Source: an optimization exercise on an open RTL-to-GDS flow (aim: small area, a short achievable clock period and few clock cycles). Production flows keep margins and buffers that such runs may drop. Power and IR drop assume default switching activity.

## rev 12
==> flow/design.v <==
module hufdec_len (
    input  wire [11:0] t,
    output wire        c2, c3, c4, c6, c8, c11, c12
);
  wire ones4 = t[11] & t[10] & t[9] & t[8];
  wire lo30  = ~t[7] & ~t[6] & ~(t[5] & t[4] & t[3] & t[2]);
  assign c2  = ~t[11] & ~t[10];
  assign c3  = ~t[11] &  t[10];
  assign c4  =  t[11] & ~t[10];
  assign c6  =  t[11] &  t[10] & ~t[9];
  assign c8  =  t[11] &  t[10] &  t[9] & ~t[8];
  assign c11 = ones4 &  lo30;
  assign c12 = ones4 & ~lo30;
endmodule
module hufdec_val (
    input  wire [11:0] t,
    input  wire        c3, c4, c6, c8, c11, c12,
    output wire [7:0]  val,
    output wire        eos
);
  wire [7:0] a = ({8{c4}}  & {7'd0, t[8]})   | ({8{c6}}  & {6'd0, t[7:6]}) |
                 ({8{c8}}  & {5'd0, t[6:4]}) | ({8{c11}} & {1'b0, t[7:1]}) |
                 ({8{c12}} & t[7:0]);
  wire       hi11 = t[7] | t[6] | t[5] | (t[4] & t[3] & t[2] & t[1]);    
  wire [7:0] b = ({8{c3}}  & (t[9] ? 8'hFF : 8'h01)) | ({8{c4}}  & (t[9] ? 8'hFD : 8'h02)) |
                 ({8{c6}}  & (t[8] ? 8'hF9 : 8'h04)) | ({8{c8}}  & (t[7] ? 8'hF1 : 8'h08)) |
                 ({8{c11}} & (hi11 ? 8'hD3 : 8'h10)) | ({8{c12}} & 8'hE3);
  wire [7:0] v = a + b;
  assign val = v;
  assign eos = c12 & (&t[7:0]);
endmodule
module hufdec (
    input  wire        clk,
    input  wire        rst,           
    input  wire        cmd_valid,
    output wire        cmd_ready,
    input  wire [1:0]  cmd_op,        
    input  wire [23:0] cmd_arg,
    output reg         out_valid,
    input  wire        out_ready,
    output reg         out_end,       
    output wire [7:0]  out_data,
    output wire [1:0]  out_reason     
);
  localparam W = 24;                  
  localparam CW = 5;
  localparam [1:0] OP_START = 2'd0, OP_BYTE = 2'd1, OP_END = 2'd2;
  reg          rdy;                   
  reg          s_v;                   
  reg  [1:0]   s_op;
  reg  [23:0]  s_arg;
  reg          run;                   
  reg  [W-1:0] bbuf;                  
  reg  [CW-1:0] cnt;
  reg  [23:0]  rem;                   
  reg          rem1;                  
  reg          out_lim;               
  reg  [7:0]   o_data;                
  reg          k_v, k_end, k_lim;     
  reg  [7:0]   k_data;
  assign cmd_ready  = rdy;
  assign out_data   = o_data;
  assign out_reason = o_data[1:0];
  wire [11:0] t = bbuf[W-1:W-12];
  wire c2, c3, c4, c6, c8, c11, c12;
  hufdec_len u_len (.t(t), .c2(c2), .c3(c3), .c4(c4), .c6(c6), .c8(c8), .c11(c11), .c12(c12));
  wire [7:0] sym;
  wire       eos;
  hufdec_val u_val (.t(t), .c3(c3), .c4(c4), .c6(c6), .c8(c8), .c11(c11), .c12(c12),
                    .val(sym), .eos(eos));
  wire en   = run & ~k_v;
  wire g2   = en & c2  & (cnt >= 2);
  wire g3   = en & c3  & (cnt >= 3);
  wire g4   = en & c4  & (cnt >= 4);
  wire g6   = en & c6  & (cnt >= 6);
  wire g8   = en & c8  & (cnt >= 8);
  wire g11  = en & c11 & (cnt >= 11);
  wire g12  = en & c12 & (cnt >= 12);
  wire go   = g2 | g3 | g4 | g6 | g8 | g11 | g12;
  wire drained = ~run | ~((c2 & (cnt >= 2)) | (c3 & (cnt >= 3)) | (c4 & (cnt >= 4)) |
                         (c6 & (cnt >= 6)) | (c8 & (cnt >= 8)) | (c11 & (cnt >= 11)) |
                         (c12 & (cnt >= 12)));
  wire s_start = s_v & (s_op == OP_START);
  wire s_byte  = s_v & (s_op == OP_BYTE);
  wire s_end   = s_v & (s_op == OP_END);
  wire ctl_ok  = drained & ~k_v;
  wire do_start = s_start & ctl_ok;
  wire do_end   = s_end & ctl_ok;
  wire room     = (cnt <= W - 8);    
  wire do_byte  = s_byte & room;
  wire s_done   = s_byte ? room : (s_start | s_end) ? ctl_ok : 1'b1;
  wire n_zero   = (s_arg == 24'd0);
  wire sym_byte = go & ~eos;
  wire stop     = (go & eos) | (sym_byte & rem1) | (do_end & run);
  wire [W-1:0] ins = do_byte ? ({s_arg[7:0], {(W-8){1'b0}}} >> cnt) : {W{1'b0}};
  wire [W-1:0] bm  = bbuf | ins;
  wire keep = ~go & ~do_start;
  wire [W-1:0] bbuf_n = ({W{keep}} & bm)        | ({W{g2}}  & (bm << 2))  |
                        ({W{g3}}  & (bm << 3))  | ({W{g4}}  & (bm << 4))  |
                        ({W{g6}}  & (bm << 6))  | ({W{g8}}  & (bm << 8))  |
                        ({W{g11}} & (bm << 11)) | ({W{g12}} & (bm << 12));
  wire [CW-1:0] ci = do_byte ? cnt + 5'd8 : cnt;
  wire [CW-1:0] cnt_d = ({CW{keep}} & ci)          | ({CW{g2}}  & (ci - 5'd2)) |
                        ({CW{g3}}  & (ci - 5'd3))  | ({CW{g4}}  & (ci - 5'd4)) |
                        ({CW{g6}}  & (ci - 5'd6))  | ({CW{g8}}  & (ci - 5'd8)) |
                        ({CW{g11}} & (ci - 5'd11)) | ({CW{g12}} & (ci - 5'd12));
  wire run_n = do_start ? ~n_zero : (run & ~stop);
  wire [CW-1:0] cnt_n = run_n ? cnt_d : {CW{1'b0}};
  wire       push   = go | (do_start & n_zero) | (do_end & run);
  wire       p_end  = ~sym_byte;
  wire       p_lim  = sym_byte & rem1;
  wire [7:0] p_data = sym_byte ? sym : {6'd0, go ? 2'd2 : do_end ? 2'd3 : 2'd1};
  wire out_take = out_valid & out_ready;
  wire out_free = ~out_valid | out_ready;
  wire fire = cmd_valid & rdy;
  wire s_v_n = fire | (s_v & ~s_done);
  wire [1:0] s_op_n = fire ? cmd_op : s_op;
  wire s_ctl_n = s_v_n & ~s_op_n[0];   
  wire s_byte_n = s_v_n & (s_op_n == OP_BYTE);
  wire k_v_n = out_take & out_lim ? k_v | push :
               out_free ? (k_v & push) : (k_v | push);
  wire rdy_n = s_ctl_n ? (~run_n & ~k_v_n) :
               s_byte_n ? (cnt_n <= W - 8) : 1'b1;
  always @(posedge clk) begin
    if (rst) begin
      rdy       <= 1'b1;
      s_v       <= 1'b0;
      run       <= 1'b0;
      cnt       <= {CW{1'b0}};
      out_valid <= 1'b0;
      k_v       <= 1'b0;
    end else begin
      rdy <= rdy_n;
      s_v <= s_v_n;
      run <= run_n;
      cnt <= cnt_n;
      k_v <= k_v_n;
      if (out_take & out_lim)
        out_valid <= 1'b1;
      else if (out_free)
        out_valid <= k_v | push;
    end
    s_op <= s_op_n;
    if (rdy) s_arg <= cmd_arg;
    bbuf <= bbuf_n;
    if (do_start) begin
      rem  <= s_arg;
      rem1 <= (s_arg == 24'd1);
    end else if (sym_byte) begin
      rem  <= rem - 24'd1;
      rem1 <= (rem == 24'd2);
    end
    if (out_take & out_lim) begin
      out_end     <= 1'b1;
      out_lim     <= 1'b0;
      o_data[1:0] <= 2'd1;
    end else if (out_free) begin
      if (k_v) begin
        out_end <= k_end;
        out_lim <= k_lim;
        o_data  <= k_data;
      end else begin
        out_end <= p_end;
        out_lim <= p_lim;
        o_data  <= p_data;
      end
    end
    if (push) begin
      k_end  <= p_end;
      k_lim  <= p_lim;
      k_data <= p_data;
    end
  end
endmodule
clock: 10.0 ns
lec_check: 0
abc_area: 1
cap_margin: 20
core_margin: 2
core_utilization: 40
slew_margin: 20
standard.sh (not shown) runs the stock make flow with config.mk's settings and CLKGATE_MAP_FILE= SYNTH_SCRIPT=/design/flow/synth_recipe.tcl, a recipe that flattens the netlist after the stock synthesis.
==> flow/flow/run.sh <==
#!/bin/bash
# The standard flow (the standard.sh: ORFS synthesis through finish), with
# repair_timing asked to keep 7 ns of setup slack against the 10 ns clock, so
# that it sizes and buffers the design for a shorter achieved period. The
# clock, I/O delays and all other constraints are the design's own.
bash standard.sh SETUP_SLACK_MARGIN=7 finish > standard.log 2>&1
Edits applied to the flow inputs when going from rev 12 to rev 13:
-- flow/design.v --
<<< rev 12, line 53
  reg  [W-1:0] bbuf;                  
  reg  [CW-1:0] cnt;
  reg  [23:0]  rem;                   
  reg          rem1;                  
  reg          out_lim;               
  reg  [7:0]   o_data;                
>>> rev 13, line 53
  reg  [W-1:0] bbuf;                  
  reg  [CW-1:0] cnt;
  reg  [23:0]  rem;
  reg          dec_p;
  reg          eq1, eq2;              
  reg          out_lim;               
  reg  [7:0]   o_data;                
<<< rev 12, line 91
  wire s_done   = s_byte ? room : (s_start | s_end) ? ctl_ok : 1'b1;
  wire n_zero   = (s_arg == 24'd0);
  wire sym_byte = go & ~eos;
  wire stop     = (go & eos) | (sym_byte & rem1) | (do_end & run);
>>> rev 13, line 92
  wire s_done   = s_byte ? room : (s_start | s_end) ? ctl_ok : 1'b1;
  wire n_zero   = (s_arg == 24'd0);
  wire rem1     = dec_p ? eq2 : eq1;
  wire sym_byte = go & ~eos;
  wire stop     = (go & eos) | (sym_byte & rem1) | (do_end & run);
<<< rev 12, line 120
  wire k_v_n = out_take & out_lim ? k_v | push :
               out_free ? (k_v & push) : (k_v | push);
  wire rdy_n = s_ctl_n ? (~run_n & ~k_v_n) :
               s_byte_n ? (cnt_n <= W - 8) : 1'b1;
  always @(posedge clk) begin
    if (rst) begin
>>> rev 13, line 122
  wire k_v_n = out_take & out_lim ? k_v | push :
               out_free ? (k_v & push) : (k_v | push);
  wire fits_n = ~run_n | do_start | (keep & (ci <= W - 8)) | (g2 & (ci <= W - 6)) |
                (g3 & (ci <= W - 5)) | (g4 & (ci <= W - 4)) | (g6 & (ci <= W - 2)) |
                g8 | g11 | g12;
  wire rdy_n = s_ctl_n ? (~run_n & ~k_v_n) :
               s_byte_n ? fits_n : 1'b1;
  always @(posedge clk) begin
    if (rst) begin
<<< rev 12, line 144
    if (rdy) s_arg <= cmd_arg;
    bbuf <= bbuf_n;
    if (do_start) begin
      rem  <= s_arg;
      rem1 <= (s_arg == 24'd1);
    end else if (sym_byte) begin
      rem  <= rem - 24'd1;
      rem1 <= (rem == 24'd2);
    end
    if (out_take & out_lim) begin
>>> rev 13, line 149
    if (rdy) s_arg <= cmd_arg;
    bbuf <= bbuf_n;
    dec_p <= sym_byte;
    if (do_start) begin
      rem <= s_arg;
      eq1 <= (s_arg == 24'd1);
      eq2 <= (s_arg == 24'd2);
    end else if (dec_p) begin
      rem <= rem - 24'd1;
      eq1 <= (rem == 24'd2);
      eq2 <= (rem == 24'd3);
    end
    if (out_take & out_lim) begin
### Flow results
In rev 13 the switching power summed over all nets turned out about 8% lower than in rev 12.
Rev 13 vs rev 12 — synthesized cell count rose 46.
The estimated power of rev 13 ends up lower than the estimate for rev 12.
The cell with the largest stage delay on the worst path comes out edfxtp_1 in one run and clkdlybuf4s50_1 in the other, namely in rev 13 and rev 12 respectively.
Comparing total wirelength of the detailed-routed design for rev 12 and rev 13, the bigger number came from rev 13.
Summary: with rev 12 as the reference, number of filler instances in the final layout in rev 13 moved up by a few percent.
Looking at share of the cycle needed by the critical path after routing, rev 13 sits 0.60 points below rev 12.
No functional check of the RTL was part of any run of this note.

[re-timing with driven ports]
The results above use ideal ports. As a check the final layouts listed here were re-extracted and re-timed, cells and wires unchanged. Step 1: set_driving_cell puts a clkbuf_16 on clk and a buf_2 on each other input, an assumption about the parent block. Step 2, shift: input delay + t, output delay - t, t = (earliest + latest rising clock arrival at the registers) / 2. This alone moves slack from input paths to output paths. Three values: ideal ports, drivers, drivers and shift; two values: the first two.
run	shift t [ns]	slack for setup (ns)	hold WS [ns]	worst setup path at the end	pins driven straight from the clock port
rev 12	0.405	6.982 / 6.991 / 6.589	0.474 / 0.474 / 0.474	input to register	1
rev 13	0.404	7.042 / 6.993 / 6.664	0.473 / 0.473 / 0.473	input to register	1
After both steps setup and hold are still met in every run listed. For rev 12, which loses most, drivers alone change the setup slack by +0.009 ns; drivers and shift together by -0.393 ns.
